This is an optimization exercise on Yosys and OpenROAD, whose aim is small area, a short achievable clock period and few clock cycles, not a production implementation. Where RTL was checked, it was by simulation tests only, not by an equivalence proof against the original. Power is estimated from default activity; no workload was simulated.

## sctp_dec
module sctp_dec (
    input  wire        clk,
    input  wire        rst,
    input  wire        in_valid,
    output wire        in_ready,
    input  wire [63:0] in_data,
    input  wire        in_last,
    input  wire [3:0]  in_cnt,
    output reg         ev_valid,
    input  wire        ev_ready,
    output wire [3:0]  ev_type,
    output wire [1:0]  ev_refk,
    output wire [31:0] ev_off,
    output wire [63:0] ev_value,
    output wire [31:0] ev_size,
    output reg         ev_fault,
    output reg  [2:0]  ev_cause
);
For scale: ~3600 cells after synthesis, roughly 210 I/O pins, ~0.031 mm² of cells after synthesis.
export LEC_CHECK = 0
export CAP_MARGIN = 20
export CORE_MARGIN = 2
export CORE_UTILIZATION = 40
export SETUP_SLACK_MARGIN = 1.5
export SLEW_MARGIN = 20
create_clock -name core_clock -period 6.0 [get_ports {clk}]
run.sh (not shown) runs the stock make flow with config.mk's settings and CLKGATE_MAP_FILE= SYNTH_SCRIPT=/design/flow/synth_recipe.tcl, a recipe that flattens the netlist after the stock synthesis.
Testbench counts at the start, summed over its fixed seeds: cycles 17,586.
Then changed:
--- a/flow/design.v
+++ b/flow/design.v
@@ -19,21 +19,21 @@
     reg [3:0]  ev_ty;
     reg [1:0]  ev_rk;
     reg [31:0] ev_hp;            
     reg [3:0]  ev_ad;            
     reg        ev_oz;            
     reg        ev_vq;            
-    reg [63:0] ev_v;
-    reg [31:0] ev_sz;
+    reg [63:0] ev_v;             
+    reg [3:0]  ev_sz;            
     reg        ev_z;             
     wire [31:0] ev_q = ev_hp + {28'd0, ev_ad};
     assign ev_type  = ev_z ? (ev_fault ? 4'd0 : 4'd15) : ev_ty;
     assign ev_refk  = ev_z ? 2'd0 : ev_rk;
     assign ev_off   = ev_oz ? 32'd0 : ev_q;
-    assign ev_value = ev_z ? 64'd0 : {ev_v[63:32], ev_vq ? ev_q : ev_v[31:0]};
-    assign ev_size  = ev_z ? 32'd0 : ev_sz;
+    assign ev_value = ev_z ? 64'd0 : {ev_vq ? 32'd0 : ev_v[63:32], ev_vq ? ev_q : ev_v[31:0]};
+    assign ev_size  = ev_z ? 32'd0 : ev_vq ? ev_v[63:32] : {28'd0, ev_sz};
     localparam [1:0] REF_NULL  = 2'd0;
     localparam [1:0] REF_INBUF = 2'd1;
     localparam [1:0] REF_TEMP  = 2'd2;
     localparam [2:0] C_TRUNCATED = 3'd1;
     localparam [2:0] C_OVERFLOW  = 3'd2;
     localparam [2:0] C_UNKNOWN   = 3'd5;
@@ -224,14 +224,13 @@
                 r_value = {60'd0, m}; r_size = 32'd1; r_ad = 4'd0;
             end
             4'd8, 4'd9: begin
                 r_refk = REF_TEMP; r_value = lval; r_size = 32'd8; r_oz = 1'b1;
             end
             4'd13: begin
-                r_value = 64'd0; r_vq = 1'b1;
-                r_size = vl ? lval[31:0] : {28'd0, m};
+                r_value = {vl ? lval[31:0] : {28'd0, m}, 32'd0}; r_vq = 1'b1;
                 r_ad = vl ? nb + 4'd1 : 4'd1;
             end
             default: ;
         endcase
     end
     wire        s_small = (se[32:5] == 28'd0);
@@ -396,13 +395,13 @@
                 ev_rk    <= r_refk;
                 ev_hp    <= hpos;
                 ev_ad    <= term ? 4'd0 : r_ad;
                 ev_oz    <= term ? (cause == 3'd0) : r_oz;
                 ev_vq    <= r_vq;
                 ev_v     <= r_value;
-                ev_sz    <= r_size;
+                ev_sz    <= r_size[3:0];
                 ev_z     <= term;
                 ev_fault <= term && (cause != 3'd0);
                 ev_cause <= term ? cause : 3'd0;
             end else if (sk_emit) begin
                 ev_valid <= 1'b1;
             end else if (sk_fault) begin
Outcome: Register-to-register slack improves by 0.04 ns. Utilization increases by 0.86 points. Synthesized area shrinks by 3.8%. Worst setup slack is better by 0.040 ns. Hold slack improved by 0.014 ns. Fmax goes up by 0.87%. Die area goes down by 3.8%. Wire length shrinks by 1.6%.
Testbench counts after the change, summed over its fixed seeds: cycles 17,586.

* * *

== the baseline ==
Another version of the RTL of sctp_dec (not shown whole).
For scale: ~420 flip-flops, about 33000 µm² of cells after synthesis.
==> flow/config.mk <==
export PLATFORM = sky130hd
export DESIGN_NAME = sctp_dec
export DESIGN_NICKNAME = sctp_dec
export VERILOG_FILES = /design/flow/design.v
export SDC_FILE = /design/flow/constraint.sdc
export NUM_CORES = 4
export LEC_CHECK = 0
export CAP_MARGIN = 20
export CORE_MARGIN = 2
export CORE_UTILIZATION = 40
export SETUP_SLACK_MARGIN = 2
export SLEW_MARGIN = 20
==> flow/constraint.sdc <==
create_clock -name core_clock -period 6.0 [get_ports {clk}]
set_input_delay 1.2000 -clock core_clock [delete_from_list [all_inputs] [get_ports {clk}]]
set_output_delay 1.2000 -clock core_clock [all_outputs]
set_load 0.01 [all_outputs]
The baseline: PASS, flow complete, no timing, DRC or antenna violations
Changes in the candidate relative to the baseline:
-- flow/design.v --
<<< the baseline, line 26
    reg [31:0] ev_sz;
    reg        ev_z;             
    wire [4:0]  ev_ql = {1'b0, ev_hp[3:0]} + {1'b0, ev_ad};
    wire [27:0] ev_qi = ev_hp[31:4] + 28'd1;
    wire [31:0] ev_q  = {ev_ql[4] ? ev_qi : ev_hp[31:4], ev_ql[3:0]};
    assign ev_type  = ev_z ? (ev_fault ? 4'd0 : 4'd15) : ev_ty;
    assign ev_refk  = ev_z ? 2'd0 : ev_rk;
>>> the candidate, line 26
    reg [31:0] ev_sz;
    reg        ev_z;             
    wire [31:0] ev_q = ev_hp + {28'd0, ev_ad};
    assign ev_type  = ev_z ? (ev_fault ? 4'd0 : 4'd15) : ev_ty;
    assign ev_refk  = ev_z ? 2'd0 : ev_rk;
<<< the baseline, line 52
    reg [2:0]  o;                
    reg [32:0] se;               
    reg [4:0]  sof;              
    reg        sprep;            
    reg [28:0] bpos;             
    assign in_ready = !e1v;
>>> the candidate, line 50
    reg [2:0]  o;                
    reg [32:0] se;               
    reg [4:0]  sof;
    reg [28:0] bpos;             
    assign in_ready = !e1v;
<<< the baseline, line 239
    end
    wire        s_small = (se[32:5] == 28'd0);
    wire [5:0]  s_es    = {1'b0, se[4:0]};
    wire        sp_pop  = e0w && (se[32:3] != 30'd0);
    wire [6:0]  sp_l0   = {2'b00, se[4:0]} + {2'b00, sof};
    wire [6:0]  sp_l1   = {2'b00, se[4:0]} + ({2'b00, sof} - 7'd8);
    wire [6:0]  sp_lo   = sp_pop ? sp_l1 : sp_l0;
    wire [27:0] sp_inc  = se[32:5] + 28'd1;
    wire [27:0] sp_dec  = ~(~se[32:5] + 28'd1);
    wire [27:0] sp_hi   = sp_lo[6] ? sp_dec : sp_lo[5] ? sp_inc : se[32:5];
    wire [32:0] se_prep = se[32] ? se : {sp_hi, sp_lo[4:0]};
    wire [20:0] mw1     = {1'b0, mw, 1'b1};
    wire        s_fit   = s_small && (s_es < 6'd20) && mw1[s_es[4:0]];
>>> the candidate, line 236
    end
    wire        s_small = (se[32:5] == 28'd0);
    wire [5:0]  s_es    = {1'b0, se[4:0]} + {1'b0, sof};
    wire [20:0] mw1     = {1'b0, mw, 1'b1};
    wire        s_fit   = s_small && (s_es < 6'd20) && mw1[s_es[4:0]];
<<< the baseline, line 267
            pop1 = e0v;
            newbuf = e0v && e0l;
        end else if (sprep) begin
            pop1 = sp_pop;
        end else if (skip) begin
            if (s_fit) begin
>>> the candidate, line 256
            pop1 = e0v;
            newbuf = e0v && e0l;
        end else if (skip) begin
            if (s_fit) begin
<<< the baseline, line 353
            se <= 33'd0;
            sof <= 5'd0;
            sprep <= 1'b0;
            bpos <= 29'd0;
            ev_valid <= 1'b0;
>>> the candidate, line 340
            se <= 33'd0;
            sof <= 5'd0;
            bpos <= 29'd0;
            ev_valid <= 1'b0;
<<< the baseline, line 367
                bpos <= bp1;
            if (newbuf) begin
                skip <= 1'b0; drain <= 1'b0; sprep <= 1'b0;
                oh <= 8'b0000_1000;
                o <= 3'd3;
            end else if (sprep) begin
                sprep <= 1'b0;
                se    <= se_prep;
                sof   <= 5'd0;
            end else if (skip) begin
                if (sk_emit) skip <= 1'b0;
>>> the candidate, line 353
                bpos <= bp1;
            if (newbuf) begin
                skip <= 1'b0; drain <= 1'b0;
                oh <= 8'b0000_1000;
                o <= 3'd3;
            end else if (skip) begin
                if (sk_emit) skip <= 1'b0;
<<< the baseline, line 380
                if (s_small) begin
                    se  <= {27'd0, pop1 ? s_es_m8 : s_es};
                end else begin
                    if (pop1) se <= {se_dec, se[2:0]};
>>> the candidate, line 362
                if (s_small) begin
                    se  <= {27'd0, pop1 ? s_es_m8 : s_es};
                    sof <= 5'd0;
                end else begin
                    if (pop1) se <= {se_dec, se[2:0]};
<<< the baseline, line 400
                if (vlsk) begin                  
                    skip <= 1'b1;
                    sprep <= 1'b1;
                    se   <= vl_huge ? {33{1'b1}} : {1'b0, lval[31:0]};
                    sof  <= {vs_hi, ohn[7] | ohn[6] | ohn[5] | ohn[4],
>>> the candidate, line 383
                if (vlsk) begin                  
                    skip <= 1'b1;
                    se   <= vl_huge ? {33{1'b1}} : {1'b0, lval[31:0]};
                    sof  <= {vs_hi, ohn[7] | ohn[6] | ohn[5] | ohn[4],
## What came out
- The candidate completed every stage of the flow, and the final layout passed the timing, DRC and antenna checks.
- Looking at master of the slowest instance on the critical path, the edfxtp_1 result is from the candidate; the or4b_4 one comes from the baseline.
- The candidate -> the baseline: count of pins over their slew limit delta 0, exact match
- The candidate vs the baseline: cell count of the worst reg-to-reg path up in the candidate
- Looking at die area, the candidate sits 4.1% lower than the baseline does.
- Taking the baseline as the reference, in the candidate share of the synthesized area in compound gates (AO/OA/AOI/OAI) shows an increase of 0.25 points, cell row count has decreased, final wirelength went down, total instance count after detailed placement dropped 221.
- Data arrival time of the worst path, the candidate and the baseline: larger value in the baseline
- The candidate against the baseline; total power density per cell area is up by a few percent.
- On number of sequential cells, the candidate and the baseline are basically level.
- Layout buffer count excluding clock buffers on the candidate is down relative to the baseline.
- The multi-input combinational cell count number comes out higher for the baseline vs the candidate.
- The area of the mapped netlist in the candidate was lower than what the baseline gave.
Testbench counts of the candidate, summed over its fixed seeds: cycles 17,586.
Only the layout flow was run in the baseline; the RTL was not checked for function there.

-- port drivers added, routing unchanged --
Ports are ideal in the flow. The routed layouts listed here were re-timed in OpenROAD. Step 1: set_driving_cell puts a clkbuf_16 on clk and a buf_2 on each other input, an assumption about the parent block. Step 2 adds t to the input delays and takes it off the output delays; t is the mean of the earliest and latest rising clock arrival at the registers after step 1. Input paths then give back, and output paths get back, about the clock's delay inside the block. Slacks: ideal ports / drivers / drivers and shift; pairs: ideal ports / drivers.
run | t, ns | slack for setup (ns) | hold WS [ns] | worst slew at a driven data input, ns | cell pins on the clock port's net
the first run of note 1 | 0.674 | 1.431 / 1.431 / 1.431 | 0.462 / 0.462 / 0.462 | 0.05 | 1
the second run of note 1 | 0.657 | 1.471 / 1.471 / 1.471 | 0.476 / 0.476 / 0.476 | 0.05 | 1
the baseline | 0.674 | 1.488 / 1.483 / 1.488 | 0.494 / 0.494 / 0.494 | 0.04 | 1
the candidate | 0.684 | 1.639 / 1.572 / 1.690 | 0.466 / 0.466 / 0.466 | 0.07 | 1
After both steps every run listed still meets setup and hold.
